What follows belongs to an exercise in optimizing a design on an open flow for small area; a production flow would make more cautious choices. Only simulation tests tie the RTL to the original design; equivalence was not proved. Power is estimated from default activity; no workload was simulated.

==> build 25 <==
==> flow/design.v <==
module elo_frame_decoder (
    input  wire        clk,
    input  wire        rst,                 
    input  wire        cfg_edge_triggered,  
    input  wire        in_valid,
    input  wire [7:0]  in_data,
    output wire        evt_valid,
    output wire        evt_touch,
    output wire [15:0] evt_x,
    output wire [15:0] evt_y,
    output wire [15:0] evt_z,
    output wire [7:0]  evt_status,
    output wire [1:0]  diag_kind,
    output wire [7:0]  diag_expected,
    output wire [7:0]  diag_received
);
    reg [3:0]  cnt;          
    reg [55:0] sh_n;         
    reg        type_ok;      
    reg [7:0]  nacc;         
    reg        arm;          
    reg        val;          
    wire [7:0] inb = ~(in_data & {8{in_valid}});
    wire [7:0] in_g = ~inb;
    wire is_idle  = (cnt == 4'd0);
    wire is_final = cnt[3] & cnt[0];           
    wire is_one   = (cnt == 4'd1);
    wire step     = !rst && in_valid;
    wire hi7      = (in_data[7:1] == 7'b0101010);
    wire is_lead  = hi7 & in_data[0];
    wire [7:0] x  = nacc ^ in_g;               
    wire       chk_ok = &x;                    
    wire [7:0] sum = ~nacc + in_g;
    wire [7:0] st_n = sh_n[55:48];
    wire       touch = ~(st_n[0] & st_n[1]);
    wire op_desync  = step && is_idle && !is_lead;
    wire op_final   = step && is_final;
    wire op_chkfail = op_final && !chk_ok;
    wire op_emit    = op_final && chk_ok && type_ok && !(arm && (touch == val));
    wire op_diag    = op_desync | op_chkfail;
    assign evt_valid     = op_emit;
    assign evt_touch     = op_emit & touch;
    assign evt_status    = {8{op_emit}} & ~st_n;
    assign evt_x         = {16{op_emit}} & ~{sh_n[39:32], sh_n[47:40]};
    assign evt_y         = {16{op_emit}} & ~{sh_n[23:16], sh_n[31:24]};
    assign evt_z         = {16{op_emit}} & ~{sh_n[7:0],   sh_n[15:8]};
    assign diag_kind     = {op_chkfail, op_desync};
    assign diag_expected = ({8{op_chkfail}} & ~nacc) | ({8{op_desync}} & 8'h55);
    assign diag_received = {8{op_diag}} & in_g;
    always @(posedge clk) begin
        if (in_valid)
            sh_n <= {sh_n[47:0], inb};
    end
    always @(posedge clk) begin
        nacc <= is_idle ? 8'h00 : ~sum;
    end
    always @(posedge clk) begin
        if (in_valid && is_one)
            type_ok <= hi7 & ~in_data[0];
    end
    always @(posedge clk) begin
        if (rst) begin
            cnt <= 4'd0;
            arm <= 1'b0;
            val <= cfg_edge_triggered;
        end else begin
            if (in_valid) begin
                if (is_idle)
                    cnt <= {3'd0, is_lead};
                else if (is_final)
                    cnt <= 4'd0;
                else
                    cnt <= cnt + 4'd1;
            end
            if (op_emit) begin
                arm <= arm | val;
                val <= (arm | val) & touch;
            end
        end
    end
endmodule
==> flow/flow/run.sh <==
#!/bin/bash
# Own layout flow: the standard synthesis, its combinational logic re-mapped
# for area (flip-flops untouched, proved equivalent), then the standard ORFS
# layout with the settings in flow/layout.args.
set -euo pipefail
W=$PWD
R=$W/orfs/results/$FLOW_PLATFORM/elo_frame_decoder/base
YOSYS=$FLOW_HOME/../tools/install/yosys/bin/yosys
export LIBERTY=$FLOW_HOME/platforms/$FLOW_PLATFORM/lib/sky130_fd_sc_hd__tt_025C_1v80.lib
export TOP=$FLOW_TOP

bash standard.sh synth > $W/log_1_std_synth.log 2>&1
cp $R/1_2_yosys.v $W/std_1_2_yosys.v

# re-map with each ABC script in flow/, keep the smallest proven netlist
best=$W/std_1_2_yosys.v
best_area=$(sed -n "s/.*Chip area for module.*: //p" $W/orfs/reports/$FLOW_PLATFORM/elo_frame_decoder/base/synth_stat.txt | tail -1)
best_area=${best_area:-1000000000}
echo "standard synthesis: $best_area" > $W/resynth_summary.txt
for s in $W/flow/area*.abc; do
  n=$(basename $s .abc)
  if NETLIST_IN=$W/std_1_2_yosys.v NETLIST_OUT=$W/resynth_$n.v ABC_SCRIPT=$s \
       $YOSYS -c $W/flow/resynth.tcl > $W/log_2_resynth_$n.log 2>&1 &&
     GOLD=$W/std_1_2_yosys.v GATE=$W/resynth_$n.v \
       $YOSYS -c $W/flow/eqcheck.tcl > $W/log_2_eqcheck_$n.log 2>&1; then
    a=$(sed -n 's/.*Chip area for module.*: //p' $W/log_2_resynth_$n.log | tail -1)
    echo "$n: $a (proved)" >> $W/resynth_summary.txt
    if awk -v a="$a" -v b="$best_area" 'BEGIN{exit !(a < b)}'; then
      best=$W/resynth_$n.v; best_area=$a
    fi
  else
    echo "$n: failed" >> $W/resynth_summary.txt
  fi
done
echo "using $best" >> $W/resynth_summary.txt

cp $best $R/1_2_yosys.v
rm -f $R/1_synth.odb $R/1_synth.sdc
bash standard.sh synth > $W/log_3_synth_odb.log 2>&1
# extra make settings for the layout, one per line
mapfile -t EXTRA < <(grep -v '^#' $W/flow/layout.args | sed '/^$/d')
bash standard.sh "${EXTRA[@]}" finish > $W/log_4_finish.log 2>&1
==> flow/flow/area1.abc <==
strash
&get -n
&deepsyn -T 30
&put
dch -f
amap
topo
==> flow/flow/area2.abc <==
strash
dch -f
amap
topo
==> flow/flow/area3.abc <==
strash
dch
map -a
topo
==> flow/flow/eqcheck.tcl <==
# Prove that the re-mapped netlist does what the standard synthesis netlist
# does: same registers (paired by name), equivalent logic.
set lib $::env(LIBERTY)
yosys read_liberty -ignore_miss_func $lib
yosys read_verilog $::env(GOLD)
yosys rename $::env(TOP) gold
yosys read_verilog $::env(GATE)
yosys rename $::env(TOP) gate
yosys hierarchy -check
yosys flatten gold gate
yosys opt_clean
yosys equiv_make gold gate equiv
yosys equiv_simple -seq 2
yosys equiv_induct
yosys equiv_status -assert
==> flow/flow/layout.args <==
# port buffers of the smallest buffer cell
BUFFER_PORTS_ARGS=-buffer_cell sky130_fd_sc_hd__buf_1
# clock tree: no dummy loads, small buffers
CTS_ARGS=-sink_clustering_enable -repair_clock_nets -dont_use_dummy_load -buf_list sky130_fd_sc_hd__clkbuf_4
==> flow/flow/resynth.tcl <==
# Re-map the combinational logic of the standard synthesis netlist for area.
# Every flip-flop instance keeps its name and its cell; only the logic between
# them is re-mapped (ABC, area-oriented script), with the platform's
# don't-use cells excluded.
set lib $::env(LIBERTY)
set fh [open $lib r]
set dont_use {}
foreach line [split [read $fh] "\n"] {
  if { [regexp {^\s*cell\s*\(\s*"?(sky130_fd_sc_hd__\w+)"?\s*\)} $line -> c] } {
    if { [regexp {lpflow|probe} $c] } { lappend dont_use -dont_use $c }
  }
}
close $fh
yosys read_liberty -ignore_miss_func $lib
yosys read_verilog -defer $::env(NETLIST_IN)
yosys hierarchy -top $::env(TOP)
# sequential cells and tie cells stay as they are
foreach m {dfxtp_1 dfxtp_2 dfxtp_4 edfxtp_1 dfrtp_1 dfstp_1 sdfxtp_1 conb_1} {
  yosys blackbox sky130_fd_sc_hd__$m
}
yosys flatten
yosys opt_clean
yosys abc -liberty $lib {*}$dont_use -script $::env(ABC_SCRIPT)
yosys opt_clean
yosys hilomap -singleton -hicell sky130_fd_sc_hd__conb_1 HI -locell sky130_fd_sc_hd__conb_1 LO
yosys splitnets
yosys opt_clean
yosys rename -hide w:*.*
yosys opt_clean
yosys stat -liberty $lib
yosys write_verilog -noattr -noexpr -nohex -nodec $::env(NETLIST_OUT)
==> flow/standard.sh <==
#!/bin/bash
# synth_recipe.tcl (not shown) runs the flow's synth.tcl, then flattens the netlist and writes it again
# the make line also repeats each setting of config.mk as NAME=value (left out here)
make -C /OpenROAD-flow-scripts/flow DESIGN_CONFIG=/design/flow/config.mk WORK_HOME=/design/flow/orfs CLKGATE_MAP_FILE= SYNTH_SCRIPT=/design/flow/synth_recipe.tcl "${@:-finish}"
==> flow/config.mk <==
export PLATFORM = sky130hd
export DESIGN_NAME = elo_frame_decoder
export DESIGN_NICKNAME = elo_frame_decoder
export VERILOG_FILES = /design/flow/design.v
export SDC_FILE = /design/flow/constraint.sdc
export NUM_CORES = 4
export LEC_CHECK = 0
export CAP_MARGIN = 20
export CORE_MARGIN = 2
export CORE_UTILIZATION = 40
export PLACE_DENSITY = 0.6
export SLEW_MARGIN = 20
==> flow/constraint.sdc <==
create_clock -name core_clock -period 10.0 [get_ports {clk}]
set_input_delay 2.0000 -clock core_clock [delete_from_list [all_inputs] [get_ports {clk}]]
set_output_delay 2.0000 -clock core_clock [all_outputs]
set_load 0.01 [all_outputs]
==> trial 71: changes against build 25 <==
==> flow/design.v, changed modules only <==
module elo_frame_decoder (
    input  wire        clk,
    input  wire        rst,                 
    input  wire        cfg_edge_triggered,  
    input  wire        in_valid,
    input  wire [7:0]  in_data,
    output wire        evt_valid,
    output wire        evt_touch,
    output wire [15:0] evt_x,
    output wire [15:0] evt_y,
    output wire [15:0] evt_z,
    output wire [7:0]  evt_status,
    output wire [1:0]  diag_kind,
    output wire [7:0]  diag_expected,
    output wire [7:0]  diag_received
);
    reg [3:0]  cnt;          
    reg [55:0] sh_n;         
    reg        type_ok;      
    reg [7:0]  acc;          
    reg        arm;          
    reg        val;          
    wire is_idle  = (cnt == 4'd0);
    wire is_final = (cnt == 4'd9);
    wire step     = !rst && in_valid;
    wire is_lead  = (in_data == 8'h55);
    wire chk_ok   = (in_data == acc);
    wire [7:0] st_n = sh_n[55:48];
    wire       touch = ~(st_n[0] & st_n[1]);
    wire op_desync  = step && is_idle && !is_lead;
    wire op_final   = step && is_final;
    wire op_chkfail = op_final && !chk_ok;
    wire op_emit    = op_final && chk_ok && type_ok && !(arm && (touch == val));
    assign evt_valid     = op_emit;
    assign evt_touch     = op_emit & touch;
    assign evt_status    = {8{op_emit}} & ~st_n;
    assign evt_x         = {16{op_emit}} & ~{sh_n[39:32], sh_n[47:40]};
    assign evt_y         = {16{op_emit}} & ~{sh_n[23:16], sh_n[31:24]};
    assign evt_z         = {16{op_emit}} & ~{sh_n[7:0],   sh_n[15:8]};
    assign diag_kind     = {op_chkfail, op_desync};
    assign diag_expected = ({8{op_chkfail}} & acc) | ({8{op_desync}} & 8'h55);
    assign diag_received = {8{op_chkfail | op_desync}} & in_data;
    always @(posedge clk) begin
        if (in_valid)
            sh_n <= {sh_n[47:0], ~in_data};
    end
    always @(posedge clk) begin
        if (is_idle)
            acc <= 8'hFF;
        else if (in_valid)
            acc <= acc + in_data;
    end
    always @(posedge clk) begin
        if (in_valid && cnt == 4'd1)
            type_ok <= (in_data == 8'h54);
    end
    always @(posedge clk) begin
        if (rst) begin
            cnt <= 4'd0;
            arm <= 1'b0;
            val <= cfg_edge_triggered;
        end else begin
            if (in_valid) begin
                if (is_idle)
                    cnt <= is_lead ? 4'd1 : 4'd0;
                else if (is_final)
                    cnt <= 4'd0;
                else
                    cnt <= cnt + 4'd1;
            end
            if (op_emit) begin
                arm <= arm | val;
                val <= (arm | val) & touch;
            end
        end
    end
endmodule
==> flow/run.sh (new file) <==
#!/bin/bash
# synth_recipe.tcl (not shown) runs the flow's synth.tcl, then flattens the netlist and writes it again
# the make line also repeats each setting of config.mk as NAME=value (left out here)
make -C /OpenROAD-flow-scripts/flow DESIGN_CONFIG=/design/flow/config.mk WORK_HOME=/design/flow/orfs CLKGATE_MAP_FILE= SYNTH_SCRIPT=/design/flow/synth_recipe.tcl finish
removed: flow/flow/run.sh
removed: flow/flow/area1.abc
removed: flow/flow/area2.abc
removed: flow/flow/area3.abc
removed: flow/flow/eqcheck.tcl
removed: flow/flow/layout.args
removed: flow/flow/resynth.tcl
removed: flow/standard.sh
==> trial 29: changes against build 25 <==
==> flow/design.v, changed modules only <==
module elo_frame_decoder (
    input  wire        clk,
    input  wire        rst,                 
    input  wire        cfg_edge_triggered,  
    input  wire        in_valid,
    input  wire [7:0]  in_data,
    output wire        evt_valid,
    output wire        evt_touch,
    output wire [15:0] evt_x,
    output wire [15:0] evt_y,
    output wire [15:0] evt_z,
    output wire [7:0]  evt_status,
    output wire [1:0]  diag_kind,
    output wire [7:0]  diag_expected,
    output wire [7:0]  diag_received
);
    reg [3:0]  cnt;          
    reg [55:0] sh_n;         
    reg        type_ok;      
    reg [7:0]  nacc;         
    reg        arm;          
    reg        val;          
    wire [7:0] acc = ~nacc;
    wire is_idle  = (cnt == 4'd0);
    wire is_final = (cnt == 4'd9);
    wire step     = !rst && in_valid;
    wire is_lead  = (in_data == 8'h55);
    wire chk_ok   = (in_data == acc);
    wire [7:0] st_n = sh_n[55:48];
    wire       touch = ~(st_n[0] & st_n[1]);
    wire op_desync  = step && is_idle && !is_lead;
    wire op_final   = step && is_final;
    wire op_chkfail = op_final && !chk_ok;
    wire op_emit    = op_final && chk_ok && type_ok && !(arm && (touch == val));
    assign evt_valid     = op_emit;
    assign evt_touch     = op_emit & touch;
    assign evt_status    = {8{op_emit}} & ~st_n;
    assign evt_x         = {16{op_emit}} & ~{sh_n[39:32], sh_n[47:40]};
    assign evt_y         = {16{op_emit}} & ~{sh_n[23:16], sh_n[31:24]};
    assign evt_z         = {16{op_emit}} & ~{sh_n[7:0],   sh_n[15:8]};
    assign diag_kind     = {op_chkfail, op_desync};
    assign diag_expected = ({8{op_chkfail}} & acc) | ({8{op_desync}} & 8'h55);
    assign diag_received = {8{op_chkfail | op_desync}} & in_data;
    always @(posedge clk) begin
        if (in_valid)
            sh_n <= {sh_n[47:0], ~in_data};
    end
    always @(posedge clk) begin
        if (is_idle)
            nacc <= 8'h00;
        else if (in_valid)
            nacc <= ~(acc + in_data);
    end
    always @(posedge clk) begin
        if (in_valid && cnt == 4'd1)
            type_ok <= (in_data == 8'h54);
    end
    reg [3:0] cnt_inc;       
    always @(*) begin
        case (cnt)
            4'd0: cnt_inc = 4'd1;
            4'd1: cnt_inc = 4'd2;
            4'd2: cnt_inc = 4'd3;
            4'd3: cnt_inc = 4'd4;
            4'd4: cnt_inc = 4'd5;
            4'd5: cnt_inc = 4'd6;
            4'd6: cnt_inc = 4'd7;
            4'd7: cnt_inc = 4'd8;
            4'd8: cnt_inc = 4'd9;
            4'd9: cnt_inc = 4'd0;
            default: cnt_inc = 4'd0;
        endcase
    end
    always @(posedge clk) begin
        if (rst) begin
            cnt <= 4'd0;
            arm <= 1'b0;
            val <= cfg_edge_triggered;
        end else begin
            if (in_valid) begin
                if (!is_idle || is_lead)
                    cnt <= cnt_inc;
            end
            if (op_emit) begin
                arm <= arm | val;
                val <= (arm | val) & touch;
            end
        end
    end
endmodule
==> key figures <==
Global routing
  – Met3 global-route usage: 3.58%

STA
  – Tmin final: 7.23 ns

Drt
  – Met3 wire len: 444 µm

Hold path
  – Critical hold path startpoint: sh_n[13]$_DFFE_PP_

Power and ir drop
  – Pleak: 1.15 nW

Outcome
  – Status: timing/DRC/antenna clean

Layout
  – Post-layout util: 49.4%
  – Invs w/o clock: 20
  – Multi-input combinational area share: 22.0%
That was trial 29.
==> key figures <==
Layout
  – Multi-input combinational area share: 21.4%
  – Post-layout util: 48.5%

Outcome
  – Status: timing/DRC/antenna clean

Hold path
  – Critical hold path startpoint: sh_n[14]$_DFFE_PP_

Drt
  – Met3 wire len: 437 µm

STA
  – Tmin final: 7.12 ns
That was build 25.
==> key figures <==
Outcome
  – Status: timing/DRC/antenna clean

Global routing
  – Met3 global-route usage: 3.35%

Hold path
  – Critical hold path startpoint: sh_n[28]$_DFFE_PP_

Power and ir drop
  – Pleak: 1.63 nW
  – Pwr Density: 148 nW/µm²

Drt
  – Met3 wire len: 441 µm

STA
  – Tmin final: 7.02 ns

Layout
  – Post-layout util: 56.5%
  – Multi-input combinational area share: 25.5%
That was trial 71.

## static timing again, ports no longer ideal
Ports are ideal in the flow. The routed layouts listed here were re-timed in OpenROAD.
Step 1, drivers: a clkbuf_16 drives clk and a buf_2 each remaining input, both assumed.
Step 2 also shifts input and output timing later by t, the mid clock arrival at the registers, as if the neighbouring blocks saw the same clock.
Slacks: no drivers / after step 1 / after step 2; pairs: no drivers / after step 1.
| run | t, ns | slack for setup (ns) | worst register clock-pin slew, ns |
|---|---|---|---|
| build 25 | 0.408 | 2.877 / 2.848 / 2.848 | 0.12 / 0.12 |
| trial 71 | 0.363 | 2.985 / 2.960 / 2.960 | 0.08 / 0.08 |
| trial 29 | 0.401 | 2.773 / 2.752 / 2.752 | 0.12 / 0.12 |
After both steps setup and hold are still met in every run listed. For build 25, which loses most, drivers alone change the setup slack by -0.029 ns; drivers and shift together by -0.029 ns.
